Source: an optimization exercise on an open RTL-to-GDS flow (aim: small area and a short achievable clock period). Production flows keep margins and buffers that such runs may drop.
The RTL was checked by simulation tests, not by an equivalence proof against the original design.
Power figures rest on the tool's default switching activity, not on a simulated workload.

Setup of v54:
// amaf_core
module amaf_core (
    input  wire        clk,
    input  wire        rst,
    input  wire        s_valid,
    input  wire [15:0] s_data,
    output wire        s_ready,
    output wire [15:0] cv_avg,
    input  wire [15:0] cv_mv,
    output wire        o_valid,
    output wire [69:0] o_data
);
    localparam integer N  = 128;
    localparam integer DW = 12;
    reg        [DW-1:0] dif [0:N-1];   
    reg signed [15:0]   last_raw;      
    reg signed [15:0]   ev;            
    reg signed [15:0]   avg;           
    reg        [6:0]    sum_lo;        
    reg        [6:0]    cnt;           
    reg                 wrapped;       
    reg                 err_sticky;
    reg               o_valid_r;
    reg signed [15:0] o_mv;
    reg        [5:0]  o_step;
    reg               o_act;
    reg               o_chg;
    reg               o_err;
    reg        [1:0]  o_path;
    wire primed = |o_path;
    wire tick   = s_valid && !rst;
    wire signed [15:0] raw = s_data;
    wire signed [22:0] sum = {avg, sum_lo};
    wire signed [16:0] hi       = avg + 17'sd1000;
    wire signed [16:0] lo       = avg - 17'sd1000;
  ...
==> flow/config.mk <==
export PLATFORM = sky130hd
export DESIGN_NAME = amaf_core
export DESIGN_NICKNAME = amaf_core
export VERILOG_FILES = /design/flow/design.v
export SDC_FILE = /design/flow/constraint.sdc
export NUM_CORES = 4
export LEC_CHECK = 0
export CAP_MARGIN = 20
export CORE_MARGIN = 2
export CORE_UTILIZATION = 40
export CTS_BUF_LIST = sky130_fd_sc_hd__clkbuf_8
export PLACE_DENSITY = 0.75
export SLEW_MARGIN = 20
export SYNTH_HIERARCHICAL = 1
==> flow/constraint.sdc <==
create_clock -name core_clock -period 20.0 [get_ports {clk}]
set_input_delay 4.0000 -clock core_clock [delete_from_list [all_inputs] [get_ports {clk}]]
set_output_delay 4.0000 -clock core_clock [all_outputs]
set_load 0.01 [all_outputs]
standard.sh (not shown) runs the stock make flow with config.mk's settings and CLKGATE_MAP_FILE= SYNTH_SCRIPT=/design/flow/synth_recipe.tcl, a recipe that flattens the netlist after the stock synthesis.
==> flow/flow/run.sh <==
#!/bin/bash
# Standard ORFS layout with a tighter internal repair target, plain small
# port buffers and a leaner clock tree. The SDC (period, I/O delays, loads)
# is the standard flow's, unchanged.
set -euo pipefail
bash standard.sh synth > synth.log 2>&1
bash standard.sh \
  REMOVE_ABC_BUFFERS=1 \
  SETUP_SLACK_MARGIN=10 \
  "BUFFER_PORTS_ARGS=-buffer_cell sky130_fd_sc_hd__buf_1" \
  "CTS_ARGS=-sink_clustering_enable -repair_clock_nets -dont_use_dummy_load -buf_list sky130_fd_sc_hd__clkbuf_8 -sink_clustering_size 16 -sink_clustering_max_diameter 80" \
  finish > layout.log 2>&1
Modified inputs, v15 compared to v54
==> flow/flow/run.sh <==
#!/bin/bash
# Standard ORFS layout with a tighter internal repair target, plain small
# port buffers and a leaner clock tree. The SDC (period, I/O delays, loads)
# is the standard flow's, unchanged.
set -euo pipefail
bash standard.sh synth > synth.log 2>&1
bash standard.sh \
  REMOVE_ABC_BUFFERS=1 \
  SETUP_SLACK_MARGIN=10.5 \
  "BUFFER_PORTS_ARGS=-buffer_cell sky130_fd_sc_hd__buf_1" \
  "CTS_ARGS=-sink_clustering_enable -repair_clock_nets -dont_use_dummy_load -buf_list sky130_fd_sc_hd__clkbuf_8 -sink_clustering_size 18 -sink_clustering_max_diameter 90" \
  finish > layout.log 2>&1
## What came out
On routed wire length, v54 tracks v15 almost exactly.
The leakage power reported for v15 is smaller than that of v54 by 0.37%.
Clock-buffer cell count, v54 and v15: higher on v54
| final cell count | v54 vs v15 | ≈ equal |
Setup slack (v15 over v54): increase, 0.0093 ns
Per the comparison of v15 with v54, clock-pin slew reported for the worst setup and hold paths after clock tree synthesis roughly the same, post-route standard cell area excluding fillers roughly the same.
Total power: v15 below v54
On timing-limited maximum frequency, v54 and v15 are neck and neck.
Input-level comparison between v22 and v15:
diff --git a/flow/flow/run.sh b/flow/flow/run.sh
--- a/flow/flow/run.sh
+++ b/flow/flow/run.sh
@@ -9,4 +9,4 @@
   SETUP_SLACK_MARGIN=10.5 \
   "BUFFER_PORTS_ARGS=-buffer_cell sky130_fd_sc_hd__buf_1" \
-  "CTS_ARGS=-sink_clustering_enable -repair_clock_nets -dont_use_dummy_load -buf_list sky130_fd_sc_hd__clkbuf_8 -sink_clustering_size 18 -sink_clustering_max_diameter 90" \
+  "CTS_ARGS=-sink_clustering_enable -repair_clock_nets -dont_use_dummy_load -buf_list sky130_fd_sc_hd__clkbuf_8 -sink_clustering_size 16 -sink_clustering_max_diameter 80" \
   finish > layout.log 2>&1
diff --git a/flow/config.mk b/flow/config.mk
--- a/flow/config.mk
+++ b/flow/config.mk
@@ -10,5 +10,5 @@
 export CORE_UTILIZATION = 40
 export CTS_BUF_LIST = sky130_fd_sc_hd__clkbuf_8
-export PLACE_DENSITY = 0.75
+export PLACE_DENSITY = 0.85
 export SLEW_MARGIN = 20
 export SYNTH_HIERARCHICAL = 1
## What came out
Compared v22 against v15; portion of the layout cell area used by non-clock buffers within noise. Transition at the pin with the smallest max-transition slack in v22 is 0.060 ns below v15. Changes observed in v22 relative to v15: layout clock buffer count now sits higher; maximum cell stage delay along the critical path now sits lower; shortest period the worst path allows now sits higher; met2 wire length now sits higher. Per the comparison of v22 with v15, layout-stage area growth over the synthesis result +0.54 points; met2 capacity usage during global routing increased by 1.8 points relative to the old numbers; met3 track demand over resource in global routing did not really move.
Modified inputs, v26 compared to v22
diff --git a/flow/config.mk b/flow/config.mk
--- a/flow/config.mk
+++ b/flow/config.mk
@@ -6,9 +6,9 @@
 export NUM_CORES = 4
 export LEC_CHECK = 0
-export CAP_MARGIN = 20
+export CAP_MARGIN = 10
 export CORE_MARGIN = 2
 export CORE_UTILIZATION = 40
 export CTS_BUF_LIST = sky130_fd_sc_hd__clkbuf_8
-export PLACE_DENSITY = 0.85
-export SLEW_MARGIN = 20
+export PLACE_DENSITY = 0.75
+export SLEW_MARGIN = 10
 export SYNTH_HIERARCHICAL = 1
==> comparison <==
Via count in v26 vs v22: down 1.5%. On final total power, v26 tracks v22 almost exactly. In v26, the relative max-transition margin came out 1.4 points below the value in v22. NOTE wire length on met2 v22->v26 decreased by more than 10%. Side by side, met2 track demand over resource in global routing turned out lower in v26 than in v22. v26 | status: complete | timing, DRC, antenna: pass. o211a_4 as the cell with the largest stage delay on the worst path was reported by v22, and a211o_4 by v26. ~same final period utilization in v26 and v22. Arrival time reported for the critical path endpoint | v26 below v22. Share of layout cells above drive strength 1 in v26 vs v22: down 0.61 points.
diff inputs: v26 => v37
diff --git a/flow/config.mk b/flow/config.mk
--- a/flow/config.mk
+++ b/flow/config.mk
@@ -6,9 +6,8 @@
 export NUM_CORES = 4
 export LEC_CHECK = 0
-export CAP_MARGIN = 10
+export CAP_MARGIN = 20
 export CORE_MARGIN = 2
 export CORE_UTILIZATION = 40
 export CTS_BUF_LIST = sky130_fd_sc_hd__clkbuf_8
-export PLACE_DENSITY = 0.75
-export SLEW_MARGIN = 10
+export SLEW_MARGIN = 20
 export SYNTH_HIERARCHICAL = 1
Results
The flow did not stop early for v37: all stages ran, and the layout cleared the timing, design-rule and antenna checks. Delta (v37 minus v26): clock network contribution to total cell area level; design area went up by 0.92%; number of non-clock buffers +46; power of the combinational group rose by 4.0%. Between v37 and v26, the via count does not differ in any meaningful way. Changes observed in v37 relative to v26: tightest hold margin now smaller, total detailed-routing wirelength picked up an extra 1.8%, worst setup slack after layout shrank by 0.038 ns.
What v57 does differently from v37 at the input level:
diff --git a/flow/config.mk b/flow/config.mk
--- a/flow/config.mk
+++ b/flow/config.mk
@@ -10,4 +10,5 @@
 export CORE_UTILIZATION = 40
 export CTS_BUF_LIST = sky130_fd_sc_hd__clkbuf_8
+export PLACE_DENSITY = 0.75
 export SLEW_MARGIN = 20
 export SYNTH_HIERARCHICAL = 1
==> comparison <==
Diff v37 -> v57 | final weighted congestion in routability-driven placement | up by a few percent. Changes observed in v57 relative to v37: number of buffers other than clock buffers in the final layout has decreased, design area now sits lower. Combinational power sits lower in v57 than in v37. ~same post-detailed-placement cell area in v57 and v37. v57 reached the end of the flow, and the finished layout is clean on the timing, design-rule and antenna checks.

Another version of the RTL of amaf_core (not shown whole).
For scale: about 0.057 mm^2 of cells after synthesis.
export LEC_CHECK = 0
export CAP_MARGIN = 20
export CORE_MARGIN = 2
export CORE_UTILIZATION = 40
export CTS_BUF_LIST = sky130_fd_sc_hd__clkbuf_8
export SLEW_MARGIN = 20
export SYNTH_HIERARCHICAL = 1
create_clock -name core_clock -period 20.0 [get_ports {clk}]
==> flow/flow/run.sh <==
#!/bin/bash
# Standard ORFS layout with a tighter internal repair target and a leaner
# clock tree. The SDC (period, I/O delays, loads) is the standard flow's, unchanged.
set -euo pipefail
bash standard.sh synth > synth.log 2>&1
bash standard.sh \
  REMOVE_ABC_BUFFERS=1 \
  SETUP_SLACK_MARGIN=10.5 \
  "CTS_ARGS=-sink_clustering_enable -repair_clock_nets -dont_use_dummy_load -buf_list sky130_fd_sc_hd__clkbuf_16 -sink_clustering_size 20 -sink_clustering_max_diameter 100" \
  finish > layout.log 2>&1
Edit:
==> flow/flow/run.sh (replaced) <==
#!/bin/bash
# Standard ORFS layout with a tighter internal repair target, plain small
# port buffers and a leaner clock tree. The SDC (period, I/O delays, loads)
# is the standard flow's, unchanged.
set -euo pipefail
bash standard.sh synth > synth.log 2>&1
bash standard.sh \
  REMOVE_ABC_BUFFERS=1 \
  SETUP_SLACK_MARGIN=11.5 \
  "BUFFER_PORTS_ARGS=-buffer_cell sky130_fd_sc_hd__buf_1" \
  "CTS_ARGS=-sink_clustering_enable -repair_clock_nets -dont_use_dummy_load -buf_list sky130_fd_sc_hd__clkbuf_8 -sink_clustering_size 16 -sink_clustering_max_diameter 80" \
  finish > layout.log 2>&1
Effect:
- The changed run completed without violations
- setup slack is better by 0.027 ns
- core utilization drops by 0.93 points
- area after synthesis stays the same
Edit:
==> flow/flow/run.sh (replaced) <==
#!/bin/bash
# Standard ORFS layout with a tighter internal repair target and a leaner
# clock tree. The SDC (period, I/O delays, loads) is the standard flow's, unchanged.
set -euo pipefail
bash standard.sh synth > synth.log 2>&1
bash standard.sh \
  REMOVE_ABC_BUFFERS=1 \
  SETUP_SLACK_MARGIN=10.5 \
  "CTS_ARGS=-sink_clustering_enable -repair_clock_nets -dont_use_dummy_load -buf_list sky130_fd_sc_hd__clkbuf_8 -sink_clustering_size 16 -sink_clustering_max_diameter 80" \
  finish > layout.log 2>&1
=>
- The new run ran to the end with no violations
- final cell count hardly moves
- utilization grows by 0.41 points
- routed wire length came out higher by 0.34%
- sequential power stays flat
Edit:
==> flow/flow/run.sh (replaced) <==
#!/bin/bash
# Standard ORFS layout with a tighter internal repair target, plain small
# port buffers and a leaner clock tree. The SDC (period, I/O delays, loads)
# is the standard flow's, unchanged.
set -euo pipefail
bash standard.sh synth > synth.log 2>&1
bash standard.sh \
  REMOVE_ABC_BUFFERS=1 \
  SETUP_SLACK_MARGIN=10.5 \
  "BUFFER_PORTS_ARGS=-buffer_cell sky130_fd_sc_hd__buf_1" \
  "CTS_ARGS=-sink_clustering_enable -repair_clock_nets -dont_use_dummy_load -buf_list sky130_fd_sc_hd__clkbuf_8 -sink_clustering_size 16 -sink_clustering_max_diameter 80" \
  finish > layout.log 2>&1
Power decreases by 0.73%.
Final cell count is about the same.
Non-clock buffer count came out lower by 1.
Design area shrinks by 1.2%.
Worst setup slack improves by 0.0068 ns.
Die area is unchanged.
Count of clock-buffer cells in the layout does not change.
Combinational power is lower by 7.8%.
Routed wire length drops by 0.65%.
Fmax is about the same.
Hold slack gets worse by 0.030 ns.

==> port drivers added, routing unchanged <==
Ports are ideal in the flow. The routed layouts listed here were re-timed in OpenROAD. Step 1 (the two cells are an assumption about what drives the block):
set clk [get_ports {clk}]
set_driving_cell -lib_cell sky130_fd_sc_hd__clkbuf_16 $clk
set_driving_cell -lib_cell sky130_fd_sc_hd__buf_2 [delete_from_list [all_inputs] $clk]
Step 2 adds t to the input delays and takes it off the output delays; t is the mean of the earliest and latest rising clock arrival at the registers after step 1. Input paths then give back, and output paths get back, about the clock's delay inside the block. Slacks: ideal / step 1 / step 2; pairs: ideal / step 1.
run	t (ns)	setup slack, ns	pins driven straight from the clock port
v54	0.811	9.693 / 9.652 / 9.652	1
v15	0.798	9.702 / 9.663 / 9.663	1
v22	0.812	9.673 / 9.583 / 9.583	1
v26	0.811	9.699 / 9.658 / 9.658	1
v37	0.833	9.661 / 9.616 / 9.496	1
v57	0.811	9.694 / 9.653 / 9.653	1
the first run of note 2	0.730	9.418 / 9.318 / 9.318	1
the second run of note 2	0.814	9.445 / 9.346 / 9.346	1
the third run of note 2	0.824	9.430 / 9.333 / 9.333	1
the fourth run of note 2	0.814	9.436 / 9.338 / 9.338	1
After both steps setup and hold are still met in every run listed. The setup slack of v37, which loses most, moves by -0.045 ns with the drivers and by -0.165 ns with both steps.
